This design comes from an exercise in tuning for small area, a short achievable clock period and few clock cycles on the open sky130 flow, not from production work.
RTL that was checked went through simulation tests only; none was proved equivalent to the original.

Setup of purple:
## spf
module spf (
    input  wire        clk,
    input  wire        rst,
    input  wire        cmd_valid,
    output wire        cmd_ready,
    input  wire [31:0] cmd_data,
    output wire        rsp_valid,
    input  wire        rsp_ready,
    output wire [31:0] rsp_data
);
export LEC_CHECK = 0
export ABC_CLOCK_PERIOD_IN_PS = 5000
export CAP_MARGIN = 20
export CORE_MARGIN = 2
export CORE_UTILIZATION = 40
export SLEW_MARGIN = 20
create_clock -name core_clock -period 12.0 [get_ports {clk}]
standard.sh (not shown) runs the stock make flow with config.mk's settings and CLKGATE_MAP_FILE= SYNTH_SCRIPT=/design/flow/synth_recipe.tcl, a recipe that flattens the netlist after the stock synthesis.
==> flow/flow/run.sh <==
#!/bin/bash
set -euo pipefail
export CTS_ARGS="-sink_clustering_enable -repair_clock_nets -dont_use_dummy_load -sink_clustering_size 20 -sink_clustering_max_diameter 80"
bash standard.sh SETUP_SLACK_MARGIN=7.0 finish > standard.log 2>&1
purple: full flow OK, the timing, design-rule and antenna checks passed
The following lists how blue was set up differently from purple:
--- a/flow/design.v
+++ b/flow/design.v
@@ -254,30 +254,27 @@
         else if (peek_wait && !peek_done)
             ridx_n = ridx;
         else if (eph_n == E_XC2)
             ridx_n = x_addr;
         else
             ridx_n = e_cur_n[6:0];
     end
     reg  rst_q;
     always @(posedge clk)
         rst_q <= rst;
-    reg  rdy_ok, rsp_ok;
-    assign cmd_ready = rdy_ok && !rst;
-    assign rsp_valid = rsp_ok && !rst;
+    assign cmd_ready = (st == ST_IDLE) && !rst && !rst_q;
+    assign rsp_valid = (st == ST_RESP) && !rst && !rst_q;
     assign rsp_data  = rsp_q;
     always @(posedge clk) begin
         if (rst_q) begin
             phs        <= {LM{1'b0}};
             st         <= ST_IDLE;
-            rdy_ok     <= !rst;
-            rsp_ok     <= 1'b0;
             rpv        <= 8'd0;
             wpv        <= 8'd0;
             resync_cnt <= 16'd0;
             retain     <= 1'b0;
             fv         <= 1'b0;
             cp         <= {(LM+1){1'b0}};
             pv0        <= 1'b0;
             drop_pend  <= 1'b0;
             pv1        <= 1'b0;
             eph        <= E_SRCH;
@@ -360,43 +357,43 @@
                     end
                 end else if (eph == E_SRCH) begin
                     rpv <= (retain && (wpv != e_base)) ? wpv - 8'd1 : wpv;
                 end else begin
                     rpv <= e_base;
                 end
             end
             case (st)
                 ST_IDLE: begin
                     if (fire) begin
-                        begin st <= ST_RESP; rdy_ok <= 1'b0; rsp_ok <= 1'b1; end
+                        st    <= ST_RESP;
                         rsp_q <= {RC_ILL, 28'd0};
                         case (i_op)
                             4'h1: if (app_ok) begin
                                 rsp_q <= {RC_OK, 28'd0};
                                 if (!pfree) begin
-                                    begin st <= ST_WAIT; rdy_ok <= 1'b0; rsp_ok <= 1'b0; end
+                                    st <= ST_WAIT;
                                     wk <= WK_APP;
                                     q8 <= cmd_data[7:0];
                                 end
                             end
                             4'h2: if (scan_ok) begin
                                 rsp_q <= scan_rsp;
                                 if (!e_ready) begin
-                                    begin st <= ST_WAIT; rdy_ok <= 1'b0; rsp_ok <= 1'b0; end
+                                    st <= ST_WAIT;
                                     wk <= WK_SCAN;
                                 end
                             end
                             4'h3: if (peek_ok) begin
                                 if (i_arg >= {8'd0, cnt}) begin
                                     rsp_q <= {RC_OOR, 28'd0};
                                 end else begin
-                                    begin st <= ST_WAIT; rdy_ok <= 1'b0; rsp_ok <= 1'b0; end
+                                    st <= ST_WAIT;
                                     wk <= WK_PEEK;
                                     q8 <= {1'b0, rpv[6:0] + i_arg[6:0]};
                                 end
                             end
                             4'h4: if (cons_ok) begin
                                 if (i_arg > {8'd0, cnt})
                                     rsp_q <= {RC_OOR, 28'd0};
                                 else
                                     rsp_q <= {RC_OK, 28'd0};
                             end
@@ -408,21 +405,21 @@
                                 end else if (i_arg[6:2] == 5'd0) begin
                                     case (i_arg[1:0])
                                         2'd0: rsp_q <= {RC_OK, 20'd0, STX};
                                         2'd1: rsp_q <= {RC_OK, 20'd0, h_st};
                                         2'd2: rsp_q <= {RC_OK, 20'd0, h_ty};
                                         default: rsp_q <= {RC_OK, 20'd0, h_len};
                                     endcase
                                 end else if (rf_seq && f_here) begin
                                     rsp_q <= {RC_OK, 20'd0, f_byte};
                                 end else begin
-                                    begin st <= ST_WAIT; rdy_ok <= 1'b0; rsp_ok <= 1'b0; end
+                                    st <= ST_WAIT;
                                     wk <= WK_READF;
                                     q8 <= {1'b0, rf_in};
                                 end
                             end
                             4'h6: if (rdreg_ok) begin
                                 case (i_arg[2:0])
                                     3'd0: rsp_q <= {RC_OK, 20'd0, cnt};
                                     3'd1: rsp_q <= {RC_OK, 28'd128};
                                     3'd2: rsp_q <= {RC_OK, 12'd0, resync_cnt};
                                     3'd3: rsp_q <= {RC_OK, 27'd0, retain};
@@ -434,42 +431,38 @@
                             4'h7: if (wrctrl_ok) begin
                                 retain <= i_arg[0];
                                 rsp_q  <= {RC_OK, 28'd0};
                             end
                             default: ;
                         endcase
                     end
                 end
                 ST_WAIT: begin
                     case (wk)
-                        WK_APP: if (pfree) begin st <= ST_RESP; rdy_ok <= 1'b0; rsp_ok <= 1'b1; end
+                        WK_APP: if (pfree) st <= ST_RESP;
                         WK_SCAN: if (e_ready) begin
                             rsp_q <= scan_rsp;
-                            begin st <= ST_RESP; rdy_ok <= 1'b0; rsp_ok <= 1'b1; end
+                            st    <= ST_RESP;
                         end
                         WK_PEEK: begin
                             if (w_byp) begin
                                 rsp_q <= {RC_OK, 20'd0, w_bypd};
-                                begin st <= ST_RESP; rdy_ok <= 1'b0; rsp_ok <= 1'b1; end
+                                st    <= ST_RESP;
                             end else if (phs == slot_of(q8[6:0])) begin
                                 rsp_q <= {RC_OK, 20'd0, w_byte};
-                                begin st <= ST_RESP; rdy_ok <= 1'b0; rsp_ok <= 1'b1; end
+                                st    <= ST_RESP;
                             end
                         end
                         default: if (f_here) begin    
                             rsp_q <= {RC_OK, 20'd0, f_byte};
-                            begin st <= ST_RESP; rdy_ok <= 1'b0; rsp_ok <= 1'b1; end
+                            st    <= ST_RESP;
                         end
                     endcase
                 end
                 default: begin    
                     if (rsp_ready)
-                        begin st <= ST_IDLE; rdy_ok <= 1'b1; rsp_ok <= 1'b0; end
+                        st <= ST_IDLE;
                 end
             endcase
-            if (rst) begin
-                rdy_ok <= 1'b0;
-                rsp_ok <= 1'b0;
-            end
         end
     end
 endmodule
## What came out
- The final layouts of blue and purple pass the timing, design-rule and antenna checks.
- [compare] base=purple new=blue: final instance area shrank by 640 sq um; via count of the routed design shrank by about 3%.
- Measured against purple, the number of distinct library cells after synthesis of blue comes out at 0.879 times the reference value.
- Sort blue and purple by maximum achievable frequency, ascending, and blue comes first.
- Maximum number of pins on one net before global-route repair (higher): purple
- blue vs purple — cell count dropped 72.
- blue: number of placement rows 1 below purple
- blue and purple ended up with nearly the same global placer's final weighted congestion.
- Number of optimization iterations in the first detailed-route pass (higher): purple
- Delta(number of cells produced by synthesis, blue - purple) < 0
- Summary of the comparison: cell count of the worst reg-to-reg path is higher in blue, relative to purple.
Testbench counts of blue, summed over its fixed seeds: cycles 284,629.
Function not checked in purple: the RTL went through the layout flow alone.

## port drivers added, routing unchanged
How much do the figures lean on ideal ports? The routed layouts below were timed once more, with nothing changed but the port constraints. Step 1 assumes that a clkbuf_16 drives the clock port and a buf_2 every other input. Step 2 times the ports against the registers' clock, not the clock port: input delays grow and output delays shrink by t, the midpoint of the rising clock arrivals with the driver on. a / b / c = ideal / step 1 / step 2; a / b = the first two.
| run | t (ns) | setup WS [ns] | pins driven straight from the clock port |
|---|---|---|---|
| purple | 0.863 | 6.868 / 6.831 / 6.238 | 1 |
| blue | 0.861 | 6.717 / 6.671 / 6.296 | 1 |
After both steps setup and hold are still met in every run listed. The setup slack of purple, which loses most, moves by -0.037 ns with the drivers and by -0.630 ns with both steps.
